What follows belongs to an exercise in optimizing a design on an open flow for small area, a short achievable clock period and few clock cycles; a production flow would make more cautious choices.
In this exercise RTL edits were held to simulation tests only and were not proved equivalent to the original.
Power and IR drop assume default switching activity.

## tundra
Design css_descramble, start of the top module:
module css_descramble (
    input  wire        clk,
    input  wire        rst,          
    input  wire        in_valid,
    output wire        in_ready,
    input  wire [31:0] in_data,
    input  wire [39:0] in_key,       
    input  wire [7:0]  in_cmi,
    output wire        out_valid,
    input  wire        out_ready,
    output wire [31:0] out_data
);
For scale: roughly 860 cells after synthesis, ~130 flip-flops, roughly 8600 um^2 of cells after synthesis.
==> flow/config.mk <==
export PLATFORM = sky130hd
export DESIGN_NAME = css_descramble
export DESIGN_NICKNAME = css_descramble
export VERILOG_FILES = /design/flow/design.v
export SDC_FILE = /design/flow/constraint.sdc
export NUM_CORES = 4
export LEC_CHECK = 0
export CAP_MARGIN = 20
export CORE_MARGIN = 2
export CORE_UTILIZATION = 70
export CTS_BUF_LIST = sky130_fd_sc_hd__clkbuf_4
export PLACE_DENSITY = 0.85
export SETUP_SLACK_MARGIN = 3.4
export SLEW_MARGIN = 20
==> flow/constraint.sdc <==
create_clock -name core_clock -period 6.0 [get_ports {clk}]
set_input_delay 1.2000 -clock core_clock [delete_from_list [all_inputs] [get_ports {clk}]]
set_output_delay 1.2000 -clock core_clock [all_outputs]
set_load 0.01 [all_outputs]
standard.sh (not shown) runs the stock make flow with config.mk's settings and CLKGATE_MAP_FILE= SYNTH_SCRIPT=/design/flow/synth_recipe.tcl, a recipe that flattens the netlist after the stock synthesis.
==> flow/flow/run.sh <==
#!/bin/bash
# Layout flow: the standard ORFS flow (standard.sh), with extra ORFS settings passed
# to make:
#  - the port buffers that buffer_ports puts on every input and output are
#    sky130_fd_sc_hd__buf_1 instead of the cell it picks by default (clkdlybuf4s50_1);
#  - if flow/abc.script exists, Yosys's ABC technology mapping uses it in place of ORFS's
#    abc_speed.script: ORFS's scripts folder is copied here (scripts_local/) with only that
#    file replaced. Synthesis is otherwise ORFS's and the standard flow's own (synth_recipe.tcl);
#    ABC maps only combinational logic, so the registers are the standard synthesis's;
#  - any further make settings listed one per line in flow/extra.txt.
# make's full output goes to flow_make.log here; each ORFS step keeps its own log under
# orfs/logs/.
set -euo pipefail
EXTRA=(
  "BUFFER_PORTS_ARGS=-buffer_cell sky130_fd_sc_hd__buf_1"
)
if [[ -f flow/abc.script ]]; then
  rm -rf scripts_local
  cp -r "$FLOW_HOME/scripts" scripts_local
  cp flow/abc.script scripts_local/abc_speed.script
  EXTRA+=("SCRIPTS_DIR=$PWD/scripts_local")
fi
if [[ -f flow/extra.txt ]]; then
  while IFS= read -r line; do
    [[ -n "$line" ]] && EXTRA+=("$line")
  done < flow/extra.txt
fi
bash standard.sh "${EXTRA[@]}" finish > flow_make.log 2>&1
Testbench counts of tundra, summed over its fixed seeds: cycles 32,776.
For pepper, these inputs were changed with respect to tundra:
Settings: swapping 0.85 for 0.6 in PLACE_DENSITY; swapping 70 for 40 in CORE_UTILIZATION; clearing CTS_BUF_LIST, which used to be sky130_fd_sc_hd__clkbuf_4.
--- outcome ---
- Setup WNS tundra -> pepper: worse
- Against tundra, pepper comes in 0.017 ns lower on worst-case hold slack.
- pepper went all the way through the flow, and no timing, DRC or antenna check failed.
- As far as overall overflow remaining after global route goes, tundra and pepper are indistinguishable; the numbers are identical.
- Post-route minimum period: pepper and tundra compared, lower one is tundra
- On final wirelength, the lower figure sits with tundra, not pepper.
- On pepper: layout-stage area growth over the synthesis result is 7.0 points higher than what tundra gave.
- Status: period utilization parity (pepper, tundra)
- Combinational gate power delta (pepper -> tundra): insignificant

---

css_descramble, a different RTL version from the one above (not shown whole).
Size in the first run: ~880 cells after synthesis, about 130 flip-flops.
==> flow/config.mk <==
export PLATFORM = sky130hd
export DESIGN_NAME = css_descramble
export DESIGN_NICKNAME = css_descramble
export VERILOG_FILES = /design/flow/design.v
export SDC_FILE = /design/flow/constraint.sdc
export NUM_CORES = 4
export LEC_CHECK = 0
export ABC_CLOCK_PERIOD_IN_PS = 2600
export CAP_MARGIN = 20
export CORE_MARGIN = 2
export CORE_UTILIZATION = 40
export PLACE_DENSITY = 0.6
export SETUP_SLACK_MARGIN = 3.4
export SLEW_MARGIN = 20
==> flow/constraint.sdc <==
create_clock -name core_clock -period 6.0 [get_ports {clk}]
set_input_delay 1.2000 -clock core_clock [delete_from_list [all_inputs] [get_ports {clk}]]
set_output_delay 1.2000 -clock core_clock [all_outputs]
set_load 0.01 [all_outputs]
==> flow/flow/run.sh <==
#!/bin/bash
# Layout flow: the standard ORFS flow (standard.sh, unchanged synthesis), with two
# extra ORFS settings passed to make:
#  - the port buffers that buffer_ports inserts on every input and output are
#    sky130_fd_sc_hd__buf_1 instead of the cell it picks by default (clkdlybuf4s50_1);
#  - RECOVER_POWER: after global-route timing repair, cells on paths with slack to spare
#    are downsized.
# make's full output goes to flow_make.log here; each ORFS step keeps its own log under
# orfs/logs/.
set -euo pipefail
EXTRA=(
  "BUFFER_PORTS_ARGS=-buffer_cell sky130_fd_sc_hd__buf_1"
)
if [[ -f flow/extra.txt ]]; then
  while IFS= read -r line; do
    [[ -n "$line" ]] && EXTRA+=("$line")
  done < flow/extra.txt
fi
bash standard.sh "${EXTRA[@]}" finish > flow_make.log 2>&1
==> flow/flow/extra.txt <==
RECOVER_POWER=100
The first run produced a layout that fails on max-capacitance violations, max-slew violations.
Testbench counts at the start, summed over its fixed seeds: cycles 32,776.
Then changed:
removed: flow/flow/extra.txt
Result: Now the flow went through all stages and came out clean; core utilization goes up by 0.62 points; flip-flop and latch count is unchanged; worst setup slack gains 1.1 ns; synthesized cell count stays the same.
Then changed:
Settings changed: CORE_UTILIZATION 40 to 60, CTS_BUF_LIST from default to sky130_fd_sc_hd__clkbuf_8, PLACE_DENSITY 0.6 to 0.75.
Effect: Final area fell by 3.3%. Global-route usage rose by 8.3 points. Die area fell by 33%. Flip-flop and latch count stays the same.
Then changed:
==> flow/run.sh (new file) <==
#!/bin/bash
# synth_recipe.tcl (not shown) runs the flow's synth.tcl, then flattens the netlist and writes it again
# the make line also repeats each setting of config.mk as NAME=value (left out here)
make -C /OpenROAD-flow-scripts/flow DESIGN_CONFIG=/design/flow/config.mk WORK_HOME=/design/flow/orfs CLKGATE_MAP_FILE= SYNTH_SCRIPT=/design/flow/synth_recipe.tcl finish
Settings changed: CORE_UTILIZATION 60 to 40, CTS_BUF_LIST sky130_fd_sc_hd__clkbuf_8 to default, PLACE_DENSITY 0.75 to 0.6.
removed: flow/flow/run.sh
removed: flow/standard.sh
What happened: Setup slack is better by 0.052 ns; via count falls by 4.2%; die area goes up by about 50%; final cell count is higher by about 9%; clock power rose by about 7%; wire length came out higher by about 7%; sequential power is about the same; clock skew fell by 0.0070 ns; critical path depth fell by 4; design area climbs by about 12%.

re-timing with driven ports:
The results above use ideal ports. As a check the final layouts listed here were re-extracted and re-timed, cells and wires unchanged. Step 1: set_driving_cell puts a clkbuf_16 on clk and a buf_2 on each other input, an assumption about the parent block. Step 2, shift: input delay + t, output delay - t, t = (earliest + latest rising clock arrival at the registers) / 2. This alone moves slack from input paths to output paths. Slacks: ideal ports / drivers / drivers and shift; pairs: ideal ports / drivers.
| run | t (ns) | setup slack, ns | worst hold slack (ns) | worst setup path at the end |
|---|---|---|---|---|
| tundra | 0.591 | 3.396 / 3.362 / 2.989 | 0.490 / 0.490 / 0.490 | input to register |
| pepper | 0.466 | 3.390 / 3.349 / 3.051 | 0.473 / 0.473 / 0.473 | input to register |
| the first run of note 2 | 0.467 | 2.264 / 2.264 / 2.264 | 0.476 / 0.476 / 0.476 | register to register |
| the second run of note 2 | 0.467 | 3.392 / 3.349 / 2.983 | 0.476 / 0.476 / 0.476 | input to register |
| the third run of note 2 | 0.480 | 3.332 / 3.332 / 2.984 | 0.474 / 0.474 / 0.474 | input to register |
| the fourth run of note 2 | 0.461 | 3.384 / 3.356 / 2.935 | 0.474 / 0.474 / 0.474 | input to register |
For the fourth run of note 2, which loses most, drivers alone change the setup slack by -0.028 ns; drivers and shift together by -0.449 ns.
